Context: an optimization exercise on an open-source flow, tuned for small area, a short achievable clock period and few clock cycles per item. The choices shown serve that exercise and are no tape-out recipe.
Only simulation tests tie the RTL to the original design; equivalence was not proved.

// bsm_xfade
module bsm_xfade (
    input  wire        clk,
    input  wire        rst,
    input  wire        cmd_valid,
    output wire        cmd_ready,
    input  wire [11:0] cmd_len,
    input  wire        in_valid,
    output wire        in_ready,
    input  wire [15:0] in_dst,
    input  wire [15:0] in_src,
    output wire        out_valid,
    input  wire        out_ready,
    output wire [15:0] out_data
);
    localparam F   = 29;              
    localparam CT  = 14;            
    localparam K   = 3;               
    localparam W   = F + 16 - CT;     
    localparam WL  = F - CT;          
    reg        active;    
    reg        dz;        
    reg        first;     
    reg        rdy_r;     
    reg        full_r;    
    reg        nq;        
    reg        vA, vB;    
    reg [10:0] dv;        
    reg [11:0] pr;        
    reg [F:0]  q;         
    reg [3:0]  dcnt;      
    reg        dfirst;    
    reg [F-1:0] x;        
    reg [11:0]  u;        
    reg         second;   
    wire cmd_fire = cmd_valid && !active;
    wire in_fire  = in_valid && in_ready;
    wire pop      = out_ready && nq;
    wire nq_pop   = nq && !pop;
    wire stallB   = vB && nq_pop;              
    wire stallA   = vA && stallB;              
    wire moveB    = vB && !stallB;
    assign cmd_ready = !active;
    assign in_ready  = rdy_r && (!full_r || out_ready);
    wire [11:0] dr [0:K];
    wire [K-1:0] qb;
    assign dr[0] = pr;
    genvar gj;
    generate
        for (gj = 0; gj < K; gj = gj + 1) begin : g_div
            wire [11:0] tw = {dr[gj][10:0], dfirst && (gj == 0)};
            assign dr[gj+1] = dr[gj][11] ? tw + {1'b0, dv} : tw - {1'b0, dv};
            assign qb[K-1-gj] = !dr[gj+1][11];
        end
    endgenerate
    wire [11:0]  pd;
    wire         pd_co;
  ...
clock: 10.0 ns
lec_check: 0
abc_clock_period_in_ps: 5000
cap_margin: 20
core_margin: 2
core_utilization: 40
place_density: 0.6
setup_slack_margin: 5
slew_margin: 20
run.sh (not shown) runs the stock make flow with config.mk's settings and CLKGATE_MAP_FILE= SYNTH_SCRIPT=/design/flow/synth_recipe.tcl, a recipe that flattens the netlist after the stock synthesis.
Testbench counts at the start, summed over its fixed seeds: cycles 41,401, items 38,279.
Edit:
--- a/flow/config.mk
+++ b/flow/config.mk
@@ -6,9 +6,8 @@
 export NUM_CORES = 4
 export LEC_CHECK = 0
-export ABC_CLOCK_PERIOD_IN_PS = 5000
-export CAP_MARGIN = 20
+export CAP_MARGIN = 5
 export CORE_MARGIN = 2
 export CORE_UTILIZATION = 40
-export PLACE_DENSITY = 0.6
+export PLACE_DENSITY = 0.75
 export SETUP_SLACK_MARGIN = 5
-export SLEW_MARGIN = 20
+export SLEW_MARGIN = 5
Count of clock-buffer cells in the layout decreases by 1.
Edit:
--- a/flow/config.mk
+++ b/flow/config.mk
@@ -8,6 +8,6 @@
 export CAP_MARGIN = 5
 export CORE_MARGIN = 2
-export CORE_UTILIZATION = 40
-export PLACE_DENSITY = 0.75
+export CORE_UTILIZATION = 60
+export PLACE_DENSITY = 0.7
 export SETUP_SLACK_MARGIN = 5
 export SLEW_MARGIN = 5
Effect: The new run ran to the end with no violations. Final cell count falls by 8.9%. Sequential share of layout area increases by 0.29 points. Maximum frequency rose by 2.4%. Register-to-register slack gains 120 ps. Utilization went up by 23 points. Clock skew came out lower by 18 ps. Non-clock buffer count rises by 8. Synthesized area stays the same. Hold slack got worse by 18 ps. Via count decreases by 0.35%.

---

old:
Starting RTL as in the previous note.
export LEC_CHECK = 0
export CAP_MARGIN = 0
export CORE_MARGIN = 2
export CORE_UTILIZATION = 40
export CTS_BUF_LIST = sky130_fd_sc_hd__clkbuf_8
export PLACE_DENSITY = 0.6
export SETUP_SLACK_MARGIN = 5
export SLEW_MARGIN = 0
create_clock -name core_clock -period 10.0 [get_ports {clk}]
old: no failed stages, no open violations at the end
Testbench counts of old, summed over its fixed seeds: cycles 41,401, items 38,279.
Edits applied to the flow inputs when going from old to new:
Settings: removing CTS_BUF_LIST (formerly sky130_fd_sc_hd__clkbuf_8); changing SLEW_MARGIN from 0 to 5; changing CAP_MARGIN from 0 to 5.
==> flow/flow/run.sh (new file) <==
#!/bin/bash
# The standard layout (the standard.sh: standard synthesis and ORFS
# from floorplan to finish), with the ports buffered by the smallest
# buffer instead of the delay buffer buffer_ports picks by default.
set -euo pipefail
export BUFFER_PORTS_ARGS="-buffer_cell sky130_fd_sc_hd__buf_1"
bash standard.sh > standard.log 2>&1
==> flow/standard.sh (new file) <==
#!/bin/bash
# synth_recipe.tcl (not shown) runs the flow's synth.tcl, then flattens the netlist and writes it again
# the make line also repeats each setting of config.mk as NAME=value (left out here)
make -C /OpenROAD-flow-scripts/flow DESIGN_CONFIG=/design/flow/config.mk WORK_HOME=/design/flow/orfs CLKGATE_MAP_FILE= SYNTH_SCRIPT=/design/flow/synth_recipe.tcl "${@:-finish}"
removed: flow/run.sh
==> notes.md <==
- Diff old -> new: non-filler instance count after layout level, worst hold slack saw a decrease, data-path buffer share of cell area in the final layout dropped 1.5 points.
- Having completed the whole flow, new delivered a layout that passed the timing, DRC and antenna checks.

re-timing with driven ports:
Ports are ideal in the flow. The routed layouts listed here were re-timed in OpenROAD. Step 1, drivers: a clkbuf_16 drives clk and a buf_2 each remaining input, both assumed. Step 2 times the ports against the registers' clock, not the clock port: input delays grow and output delays shrink by t, the midpoint of the rising clock arrivals with the driver on. Three values: no drivers, after step 1, after step 2; two values: the first two.
run | shift t [ns] | slack for setup (ns) | worst hold slack (ns) | slew at the worst register clock pin (ns) | worst slew at a driven data input, ns
the first run of note 1 | 0.557 | 4.725 / 4.725 / 4.705 | 0.482 / 0.482 / 0.482 | 0.09 / 0.09 | 0.06
the second run of note 1 | 0.548 | 4.734 / 4.734 / 4.675 | 0.483 / 0.483 / 0.483 | 0.08 / 0.08 | 0.05
the third run of note 1 | 0.508 | 4.857 / 4.857 / 4.649 | 0.466 / 0.466 / 0.466 | 0.09 / 0.09 | 0.04
old | 0.617 | 4.786 / 4.786 / 4.706 | 0.487 / 0.487 / 0.487 | 0.12 / 0.12 | 0.06
new | 0.558 | 4.748 / 4.748 / 4.748 | 0.478 / 0.478 / 0.478 | 0.09 / 0.09 | 0.06
After both steps setup and hold are still met in every run listed. The setup slack of the third run of note 1, which loses most, moves by 0.000 ns with the drivers and by -0.208 ns with both steps.
